This is an optimization exercise on Yosys and OpenROAD, whose aim is small area, a short achievable clock period and few clock cycles per item, not a production implementation. In this exercise RTL edits were held to simulation tests only and were not proved equivalent to the original. Power and IR drop assume default switching activity.

Design rev_counter, start of the top module:
module rev_counter (
    input  wire         clk,
    input  wire         rst,
    input  wire [16:0]  tap,           
    input  wire [271:0] landmarks,     
    input  wire         req_valid,
    output wire         req_ready,
    input  wire [16:0]  req_seed,
    output wire         resp_valid,
    input  wire         resp_ready,
    output reg          resp_timeout,
    output wire [17:0]  resp_count
);
export LEC_CHECK = 0
export CAP_MARGIN = 10
export CORE_MARGIN = 2
export CORE_UTILIZATION = 65
export SLEW_MARGIN = 10
create_clock -name core_clock -period 10.0 [get_ports {clk}]
standard.sh (not shown) runs the stock make flow with config.mk's settings and CLKGATE_MAP_FILE= SYNTH_SCRIPT=/design/flow/synth_recipe.tcl, a recipe that flattens the netlist after the stock synthesis.
==> flow/flow/run.sh <==
#!/bin/bash
# Standard synthesis and layout (standard.sh), with two changes to how the
# layout is made: ports are buffered with buf_1 instead of the default
# delay buffer, and setup repair aims below the 10 ns clock (margin).
set -euo pipefail
export BUFFER_PORTS_ARGS="-buffer_cell sky130_fd_sc_hd__buf_1"
export SETUP_SLACK_MARGIN=6.7
bash standard.sh finish > flow.log 2>&1
Testbench counts at the start, summed over its fixed seeds: cycles 38,967, items 128.
Rerun with:
--- a/flow/flow/run.sh
+++ b/flow/flow/run.sh
@@ -5,4 +5,4 @@
 set -euo pipefail
 export BUFFER_PORTS_ARGS="-buffer_cell sky130_fd_sc_hd__buf_1"
-export SETUP_SLACK_MARGIN=6.7
+export SETUP_SLACK_MARGIN=6.8
 bash standard.sh finish > flow.log 2>&1
CAP_MARGIN = 20   (was 10)
SLEW_MARGIN = 20   (was 10)
This time the run ran to the end with violations: slew limit.
Die area stays the same.
Design area went up slightly.
Worst hold slack is better by 0.0037 ns.
Power went up by a few percent.
Global-route usage barely changes.
Wire length went up slightly.
Setup slack is better by 0.043 ns.
Sequential share of layout area went down by 0.20 points.
Rerun with:
==> flow/flow/run.sh (replaced) <==
#!/bin/bash
# Standard synthesis and layout (standard.sh), with three changes to how the
# layout is made: the buffers ABC inserted are removed at floorplan (the
# placer's repair buffers nets itself), ports are buffered with buf_1 instead
# of the default delay buffer, and setup repair aims below the 10 ns clock
# (margin).
set -euo pipefail
export REMOVE_ABC_BUFFERS=1
export BUFFER_PORTS_ARGS="-buffer_cell sky130_fd_sc_hd__buf_1"
export SETUP_SLACK_MARGIN=6.5
bash standard.sh finish > flow.log 2>&1
CORE_UTILIZATION = 55   (was 65)
After rerunning:
- This time the run finished clean
- wire length came out higher by 0.46%
- cell area goes down by 1.8%
- via count is lower by 2.6%
- final cell count grows by 2.1%
Rerun with:
==> flow/flow/run.sh (replaced) <==
#!/bin/bash
# Standard synthesis and layout (standard.sh), with two changes to how the
# layout is made: ports are buffered with buf_1 instead of the default
# delay buffer, and setup repair aims below the 10 ns clock (margin).
set -euo pipefail
export BUFFER_PORTS_ARGS="-buffer_cell sky130_fd_sc_hd__buf_1"
export SETUP_SLACK_MARGIN=6.5
bash standard.sh finish > flow.log 2>&1
Outcome: Power is lower slightly. Via count climbs slightly. Utilization increases by 0.16 points.
Rerun with:
--- a/flow/flow/run.sh
+++ b/flow/flow/run.sh
@@ -5,4 +5,4 @@
 set -euo pipefail
 export BUFFER_PORTS_ARGS="-buffer_cell sky130_fd_sc_hd__buf_1"
-export SETUP_SLACK_MARGIN=6.5
+export SETUP_SLACK_MARGIN=6.7
 bash standard.sh finish > flow.log 2>&1
CORE_UTILIZATION = 65   (was 55)
=> The new run completed with no timing, DRC or antenna violations. Wire length is lower by 2.3%. Global-route usage grows by 5.4 points. Hold slack is about the same. Non-clock buffer count went up by 32. Register-to-register slack gets better by 0.13 ns. Clock power decreases by about 4%. Combinational power rose by about 4%. Clock-buffer cell count is higher by 9. Setup slack improved by 0.13 ns. Total power grows by 1.5%. Core utilization went up by 11 points.

---

The RTL this note starts from:
==> flow/design.v <==
module rev_counter (
    input  wire         clk,
    input  wire         rst,
    input  wire [16:0]  tap,           
    input  wire [271:0] landmarks,     
    input  wire         req_valid,
    output wire         req_ready,
    input  wire [16:0]  req_seed,
    output wire         resp_valid,
    input  wire         resp_ready,
    output reg          resp_timeout,
    output wire [17:0]  resp_count
);
    localparam K  = 16;         
    localparam KB = 4;          
    localparam R  = 8;          
    localparam CB = 17 - KB;    
    localparam H  = 10;         
    reg          s_init, s_idle, s_run, s_done;
    reg [3:0]    icnt;        
    reg [16:0]   row [1:R];
    assign req_ready  = s_idle;
    assign resp_valid = s_done;
    integer r, j;
    always @(posedge clk) begin
        row[1] <= {tap[15:0], 1'b1};
        for (r = 2; r <= R; r = r + 1) begin
            row[r][0] <= row[r-1][16];
            for (j = 0; j < 16; j = j + 1)
                row[r][j+1] <= row[r-1][j] ^ (row[r-1][16] & row[1][j+1]);
        end
    end
    reg [16:0]   A;           
    reg [K+16:0] Zs;          
    reg [1:0]    wv;          
    reg [16:0] stepK;
    reg [16:0] cur;
    integer bnk, q;
    always @(*) begin
        cur = A;
        for (bnk = 0; bnk < K / R; bnk = bnk + 1) begin
            stepK = cur >> R;
            for (q = 1; q <= R; q = q + 1)
                stepK[17-R+q-1] = ^(row[q] & cur);
            cur = stepK;
        end
        stepK = cur;
    end
    wire [K+16:0] Z = Zs;
    reg [K-1:0] cP [0:3];
    integer i, k;
    always @(*) begin
        for (i = 0; i < K; i = i + 1) begin
            cP[0][i] = (Z[i +: H] == 1);
            for (k = 1; k < 4; k = k + 1)
                cP[k][i] = 1'b0;
            for (k = 0; k < 16; k = k + 1)
                cP[k/4][i] = cP[k/4][i] | (Z[i +: H] == landmarks[17*k +: H]);
        end
    end
    reg [K-1:0]  P0, P1, P2, P3;       
    reg [K+16:0] Zc;          
    reg          cv;          
    reg [CB:0]   b1;          
    reg          sk_act;
    reg [K-1:0]  sk_mask;
    reg [K-1:0]  sk_lo;
    wire          last_blk = b1[CB] && !sk_act;
    wire [K-1:0]  pend = sk_act   ? sk_mask :
                         last_blk ? {{(K-1){1'b0}}, 1'b1} : (P0 | P1 | P2 | P3);
    wire [K+16:0] vs   = sk_act ? {Zc[16:0], sk_lo} : Zc;
    wire [CB:0]   tblk = sk_act ? b1 - 1'b1 : b1;
    reg [K-1:0] pre_or;
    integer g;
    always @(*) begin
        pre_or[0] = 1'b0;
        for (g = 1; g < K; g = g + 1)
            pre_or[g] = pre_or[g-1] | pend[g-1];
    end
    wire [K-1:0] first_oh = pend & ~pre_or;
    wire [K-1:0] rest     = pend & pre_or;
    wire         more     = (cv || sk_act) && !last_blk && |rest;
    reg [KB-1:0] first;
    reg [16:0]   first_w;
    integer f;
    always @(*) begin
        first   = {KB{1'b0}};
        first_w = 17'd0;
        for (f = 0; f < K; f = f + 1) begin
            first   = first | ({KB{first_oh[f]}} & f[KB-1:0]);
            first_w = first_w | ({17{first_oh[f]}} & vs[f +: 17]);
        end
    end
    reg          tv;
    reg          tk;          
    reg [17:0]   tc;          
    reg [16:0]   Vw;
    reg          ev;
    reg          ek;          
    reg          er;          
    reg [17:0]   ec;          
    reg [15:0]   eqL, eqH;    
    wire [15:0]  eq = eqL & eqH;
    reg [15:0] cEqL, cEqH;
    integer e;
    always @(*)
        for (e = 0; e < 16; e = e + 1) begin
            cEqL[e] = (Vw[H-1:0] == landmarks[17*e +: H]);
            cEqH[e] = (Vw[16:H]  == landmarks[17*e+H +: 17-H]);
        end
    reg [3:0] hidx;
    integer h;
    always @(*) begin
        hidx = 4'd0;
        for (h = 15; h >= 0; h = h - 1)
            if (eq[h]) hidx = h[3:0];
    end
    wire finish = ev && (ek || er || |eq);
    assign resp_count = ec;
    always @(posedge clk) begin
        tk <= last_blk;
        tc <= {tblk, first};
        Vw  <= first_w;
        ek  <= tk;
        er  <= (Vw == 17'h00001);
        eqL <= cEqL;
        eqH <= cEqH;
    end
    always @(posedge clk) begin
        if (rst) begin
            s_init <= 1'b1;
            s_idle <= 1'b0;
            s_run  <= 1'b0;
            s_done <= 1'b0;
            icnt   <= 4'd0;
            wv     <= 2'b00;
            cv     <= 1'b0;
            tv     <= 1'b0;
            ev     <= 1'b0;
        end else begin
            if (s_init) begin
                icnt <= icnt + 4'd1;
                if (icnt == R) begin
                    s_init <= 1'b0;
                    s_idle <= 1'b1;
                end
            end
            if (s_idle && req_valid) begin
                A      <= req_seed;
                wv     <= 2'b01;
                cv     <= 1'b0;
                tv     <= 1'b0;
                ev     <= 1'b0;
                b1     <= {(CB+1){1'b0}};
                sk_act <= 1'b0;
                s_idle <= 1'b0;
                s_run  <= 1'b1;
            end
            if (s_run) begin
                if (!sk_act) begin
                    A  <= stepK;
                    Zs <= {stepK, A[K-1:0]};
                    wv <= {wv[0], 1'b1};
                    P0 <= cP[0];
                    P1 <= cP[1];
                    P2 <= cP[2];
                    P3 <= cP[3];
                    Zc <= Z;
                    cv <= wv[1];
                    if (cv) b1 <= b1 + 1'b1;
                    sk_lo <= Zc[K-1:0];
                end
                sk_act  <= more;
                sk_mask <= rest;
                tv <= (cv || sk_act) && (last_blk || |pend);
                ev <= tv;
                ec <= tc;
                if (finish) begin
                    resp_timeout <= ek && !er;
                    if (ek && !er)
                        ec <= 18'd0;
                    else if (!er)
                        ec <= {ec[17:13] + {1'b0, hidx}, ec[12:0]};   
                    else
                        ec <= ec;
                    s_run  <= 1'b0;
                    s_done <= 1'b1;
                end
            end
            if (s_done && resp_ready) begin
                s_done <= 1'b0;
                s_idle <= 1'b1;
            end
        end
    end
endmodule
export LEC_CHECK = 0
export CAP_MARGIN = 20
export CORE_MARGIN = 2
export CORE_UTILIZATION = 65
export SLEW_MARGIN = 20
create_clock -name core_clock -period 10.0 [get_ports {clk}]
==> flow/flow/run.sh <==
#!/bin/bash
# Standard synthesis and layout (standard.sh), with two changes to how the
# layout is made: ports are buffered with buf_1 instead of the default
# delay buffer, and setup repair aims below the 10 ns clock (margin).
set -euo pipefail
export BUFFER_PORTS_ARGS="-buffer_cell sky130_fd_sc_hd__buf_1"
export SETUP_SLACK_MARGIN=6.7
bash standard.sh finish > flow.log 2>&1
Testbench counts at the start, summed over its fixed seeds: cycles 38,967, items 128.
Next try:
Settings changed: CAP_MARGIN 20 to 10, SLEW_MARGIN 20 to 10.
Effect:
- The new run finished with timing, DRC and antenna clean
- via count barely changes
- die area is unchanged
- wire length stays flat
- non-clock buffer count fell by 1

-- what the ideal ports hide --
No port has a modelled driver above. Below, the same layouts with a new extraction and two added sets of constraints. Step 1, drivers: a clkbuf_16 drives clk and a buf_2 each remaining input, both assumed. Step 2 adds t to the input delays and takes it off the output delays; t is the mean of the earliest and latest rising clock arrival at the registers after step 1. Input paths then give back, and output paths get back, about the clock's delay inside the block. Slacks: ideal ports / drivers / drivers and shift; pairs: ideal ports / drivers.
run | t, ns | setup WS [ns] | hold slack, ns
the first run of note 1 | 0.678 | 6.689 / 6.689 / 6.193 | 0.338 / 0.338 / 0.338
the second run of note 1 | 0.657 | 6.732 / 6.732 / 6.147 | 0.342 / 0.342 / 0.342
the third run of note 1 | 0.675 | 6.564 / 6.564 / 5.998 | 0.329 / 0.329 / 0.329
the fourth run of note 1 | 0.678 | 6.637 / 6.637 / 6.031 | 0.339 / 0.339 / 0.339
the fifth run of note 1 | 0.683 | 6.765 / 6.737 / 6.186 | 0.336 / 0.336 / 0.336
the first run of note 2 | 0.641 | 6.671 / 6.655 / 6.023 | 0.330 / 0.330 / 0.330
the second run of note 2 | 0.645 | 6.667 / 6.646 / 6.005 | 0.330 / 0.330 / 0.330
The setup slack of the second run of note 2, which loses most, moves by -0.021 ns with the drivers and by -0.662 ns with both steps.
